Source: an optimization exercise on an open RTL-to-GDS flow (aim: small area and few clock cycles per item). Production flows keep margins and buffers that such runs may drop. Only simulation tests tie the RTL to the original design; equivalence was not proved. Power and IR drop assume default switching activity.

<file path="flow/design.v">
module gf16_mul #(
    parameter [16:0] POLY = 17'h1100B
) (
    input  wire [15:0] a,
    input  wire [15:0] b,
    output wire [15:0] p
);
    reg [30:0] prod;
    reg [30:0] rem;
    integer i, j;
    always @* begin
        prod = 31'd0;
        for (j = 0; j < 16; j = j + 1)
            prod = prod ^ (({15'd0, a} << j) & {31{b[j]}});
        rem = prod;
        for (i = 30; i >= 16; i = i - 1)
            rem = rem ^ (({14'd0, POLY} << (i - 16)) & {31{rem[i]}});
    end
    assign p = rem[15:0];
endmodule
module gf16_clmul_chunk #(
    parameter        LANES = 8,
    parameter [16:0] POLY  = 17'h1100B
) (
    input  wire                  clk,
    input  wire                  rst,
    input  wire                  in_valid,
    output wire                  in_ready,
    input  wire [15:0]           in_scalar,
    input  wire                  in_acc,
    input  wire [LANES-1:0]      in_mask,
    input  wire [16*LANES-1:0]   in_src,
    input  wire [16*LANES-1:0]   in_dst,
    output wire                  out_valid,
    input  wire                  out_ready,
    output wire [16*LANES-1:0]   out_data,
    output wire [LANES-1:0]      out_mask
);
    wire [16*LANES-1:0] lane_res;
    genvar g;
    generate
        for (g = 0; g < LANES; g = g + 1) begin : lane
            wire [15:0] prod;
            gf16_mul #(.POLY(POLY)) u_mul (
                .a (in_src[16*g +: 16]),
                .b (in_scalar),
                .p (prod)
            );
            assign lane_res[16*g +: 16] = (in_acc ? in_dst[16*g +: 16] : 16'd0) ^ prod;
        end
    endgenerate
    reg                 out_valid_q;
    reg [16*LANES-1:0]  out_data_q;
    reg [LANES-1:0]     out_mask_q;
    assign in_ready = !out_valid_q || out_ready;
    always @(posedge clk) begin
        if (rst) begin
            out_valid_q <= 1'b0;
        end else if (in_valid && in_ready) begin
            out_valid_q <= 1'b1;
        end else if (out_ready) begin
            out_valid_q <= 1'b0;
        end
    end
    always @(posedge clk) begin
        if (in_valid && in_ready) begin
            out_data_q <= lane_res;
            out_mask_q <= in_mask;
        end
    end
    assign out_valid = out_valid_q;
    assign out_data  = out_data_q;
    assign out_mask  = out_mask_q;
endmodule
</file>
<file path="flow/run.sh">
#!/bin/bash
# synth_recipe.tcl (not shown) runs the flow's synth.tcl, then flattens the netlist and writes it again
# the make line also repeats each setting of config.mk as NAME=value (left out here)
make -C /OpenROAD-flow-scripts/flow DESIGN_CONFIG=/design/flow/config.mk WORK_HOME=/design/flow/orfs CLKGATE_MAP_FILE= SYNTH_SCRIPT=/design/flow/synth_recipe.tcl finish
</file>
<file path="flow/config.mk">
export PLATFORM = sky130hd
export DESIGN_NAME = gf16_clmul_chunk
export DESIGN_NICKNAME = gf16_clmul_chunk
export VERILOG_FILES = /design/flow/design.v
export SDC_FILE = /design/flow/constraint.sdc
export NUM_CORES = 4
export LEC_CHECK = 0
export CAP_MARGIN = 20
export CORE_MARGIN = 2
export CORE_UTILIZATION = 40
export SLEW_MARGIN = 20
</file>
<file path="flow/constraint.sdc">
create_clock -name core_clock -period 5.0 [get_ports {clk}]
set_input_delay 1.0000 -clock core_clock [delete_from_list [all_inputs] [get_ports {clk}]]
set_output_delay 1.0000 -clock core_clock [all_outputs]
set_load 0.01 [all_outputs]
</file>
==> reports/results.tsv <==
stage	metric	value	unit
placement	io_buffers	422	
clocking	cts_resized	0	
placement	placed_cells	6564	
route	dr.pass1.iters	6	
logic_synthesis	ys_seq_area_share	11.1	%
clocking	cts_buffers	17	
run_status	status	finished clean	
logic_synthesis	synth_most_common_cell	nand2_1	
logic_synthesis	yosys_warnings	2	
run	max_cap_viol_count	0	
global_route	grt_remaining_overflow	0	
floorplan	core_area	91800	µm²
logic_synthesis	synth_area_leaders	xnor2_1 38%, nand2_1 22%, edfxtp_1 11%, xor2_1 11%, xnor3_1 6.7%	
logic_synthesis	ys.flop_type	edfxtp_1	
clocking	cts.path.max_buffers	2	
global_route	grt_pass1_wl	222	mm
global_route	grt_pass1_vias	32900	
global_route	antenna_found_initial	30	
logic_synthesis	synth_area_leader_cell	xnor2_1	
floorplan	die-height	309	µm
logic_synthesis	synth_seq_cells	137	
worst_setup_path	crit_required	5.24	ns
worst_setup_path	worstSetupEndpointType	register	
logic_synthesis	syn_area_per_cell	7.24	µm²
logic_synthesis	synth.cell_area	37100	µm²
logic_synthesis	synthCells	5123	
route	routed_via_density	5.10	
clocking	h-tree-depth	4	
timing	tightest_slew	0.797	ns
logic_synthesis	ys_top_cells_by_count	2,140 x nand2_1, 1,628 x xnor2_1, 451 x xor2_1	
worst_setup_path	arrival	4.25	ns
route	drc	0	
worst_setup_path	crit_fanout	14	
placement	post-dp-hpwl	112	mm
worst_setup_path	reg2reg_depth	3	
timing	tns	0	ns
global_route	grt_max_degree	95	
clocking	path_clk_slew	0.07	ns
power	ir_drop	0.322	mV
floorplan	die_area	95200	µm²
clocking	tritoncts	done	
cells_and_area	fin_util	47.5	%
timing	setup_slack	0.991	ns
floorplan	fp.dieW	309	µm
timing	rsz0062_at_grt	no	
route	drt_iter0_drc	2867	
logic_synthesis	async_flop_share	0	%
clocking	clkSinkCount	137	
timing	clock.fmax	0.249	GHz
cells_and_area	drive_gt1_share	7.94	%
global_route	grt_usage	31.4	%
route	num_vias	33700	
timing	holdWs	0.546	ns
clocking	post_cts_buffers	0	
timing	clock_skew	0.00891	ns
worst_setup_path	worstSetupStartpointType	primary input	
placement	gp_congestion	0.962	
timing	fin_crit_sh	80.2	%
floorplan	boundaryPins	423	
logic_synthesis	yosysUniqueCellTypes	33	
logic_synthesis	synth-edff-count	136	
floorplan	start_util	40.4	%
power	p_leak	17.0	nW
clocking	clock_latency	0.50	ns
cells_and_area	design_area	43600	µm²
timing	timing_hold_violations_final	0	
timing	fin_crit	4.01	ns
route	wl	152	mm
placement	placed_cell_area	43000	µm²
worst_setup_path	worst_path_max_delay_cell	clkdlybuf4s50_1	
timing	worst_slew_margin_rel	46.7	%
logic_synthesis	yosysTopAreaCellShare	38.4	%
placement	dp_slack	0.487	ns
power	powerDensity	465	nW/µm²
clocking	root_buffer	clkbuf_16	
min_path	hold_class	reg -> reg	
timing	slew_viol_final	0	
worst_setup_path	crit_type	in -> reg	
min_path	worstHoldPathCells	2	
route	wl_per_cell	22.9	µm
cells_and_area	stdcell_count	6613	
worst_setup_path	cp_cell_sequence	clkdlybuf4s50_1 > nand2_1 > xnor2_2 > xnor2_2 > xnor3_2 > xor2_2 > xor2_2 > xnor3_1	
route	drtAntennaViolNets	0	
clocking	cts_hold_buf	0	
worst_setup_path	slowest_delay	0.93	ns
logic_synthesis	synth_nets	5408	
power	power.total	20.3	mW
timing	setup_violations	0	
floorplan	rows	111	
cells_and_area	nNetsFinal	5625	
cells_and_area	syn_to_final_growth	17.5	%
-- logic make-up after synthesis --
family | after synthesis | synth area share [%]
AO/OA/AOI/OAI | 31 | 0.630
buffers and inverters | 500 | 6.16
flip-flops | 137 | 11.1
multiplexers | 21 | 0.630
AND/OR/NAND/NOR | 2167 | 22.1
XOR/XNOR | 2267 | 59.4
-- worst max-delay path, delay by kind of cell --
family	cells	cell delay [ns]
XOR/XNOR	6	2.09
AND/OR/NAND/NOR	1	0.20
buffers and inverters	1	0.93
-- power by group --
part	switching [mW]	internal, mW
clock network	0.590	0.783
logic	7.60	8.11
registers	0.348	2.84
-- path summary, 6_finish.rpt --
| path | end | from | slack, ns |
|---|---|---|---|
| max | out_data_q[35] | in_src[47] | 0.99 |
| min | out_valid_q | out_valid_q | 0.55 |
| max reg2reg | out_data_q[20] | out_valid_q | 3.45 |
| min reg2reg | out_valid_q | out_valid_q | 0.55 |
-- per-layer routing --
| metal | wire length (µm) | vias to the layer above | part of all wire (%) | track usage [%] |
|---|---|---|---|---|
| met5 | 70 | - | 0.046 | 0 |
| met4 | 10800 | 10 | 7.1 | 22.0 |
| met3 | 10000 | 386 | 6.6 | 4.35 |
| met2 | 77100 | 1554 | 51 | 56.2 |
| met1 | 53800 | 16100 | 35 | 34.3 |
| li1 | - | 15700 | - | - |
-- sequential cells by signal, summed over array words and instances, names as in the netlist --
register	cells
out_mask_q	8
out_valid_q	1
out_data_q	128
-- layout by cell type, fill, tap and decap left out, types with 4 or more instances in the layout --
| master | count |
|---|---|
| nand2_1 | 2140 |
| mux2i_1 | 5 |
| nor2_1 | 6 |
| xnor3_2 | 8 |
| xor2_2 | 17 |
| xnor2_1 | 1628 |
| nand2b_1 | 14 |
| xnor3_1 | 110 |
| a22oi_1 | 11 |
| mux2_2 | 15 |
| clkbuf_16 | 17 |
| xor2_1 | 451 |
| diode_2 | 18 |
| buf_4 | 263 |
| edfxtp_1 | 136 |
| clkdlybuf4s50_1 | 405 |
| buf_12 | 27 |
| clkinv_4 | 4 |
| a21bo_2 | 6 |
| xnor2_2 | 49 |
| o21ai_0 | 10 |
-- cell type report --
type | count | area (µm²)
fill | 9143 | 48200
multi-input combinational | 4486 | 30700
timing repair buffer | 695 | 6570
sequential | 137 | 4100
tap | 1243 | 1560
clock buffer | 17 | 425
clock inverter | 14 | 174
antenna | 18 | 45.0
inverter | 3 | 11.3
Testbench counts, summed over its fixed seeds: cycles 12,253, beats 12,245.

==> re-timing with driven ports <==
The flow's constraints put no driver on any port. The routed layout listed below was extracted and timed again, unchanged, in two steps.
Step 1 sets driving cells, clkbuf_16 on the clock port and buf_2 on the other inputs (assumed; they add their load-dependent delay and slew).
Step 2 also shifts input and output timing later by t, the mid clock arrival at the registers, as if the neighbouring blocks saw the same clock.
Slacks: ideal ports / drivers / drivers and shift; pairs: ideal ports / drivers.
t, ns: 0.561
slack for setup (ns): 0.991 / 1.033 / 0.472
worst hold slack (ns): 0.546 / 0.546 / 0.546
worst setup path after step 2: input to register
After both steps setup and hold are still met in this run. The setup slack of this run moves by +0.042 ns with the drivers and by -0.519 ns with both steps.
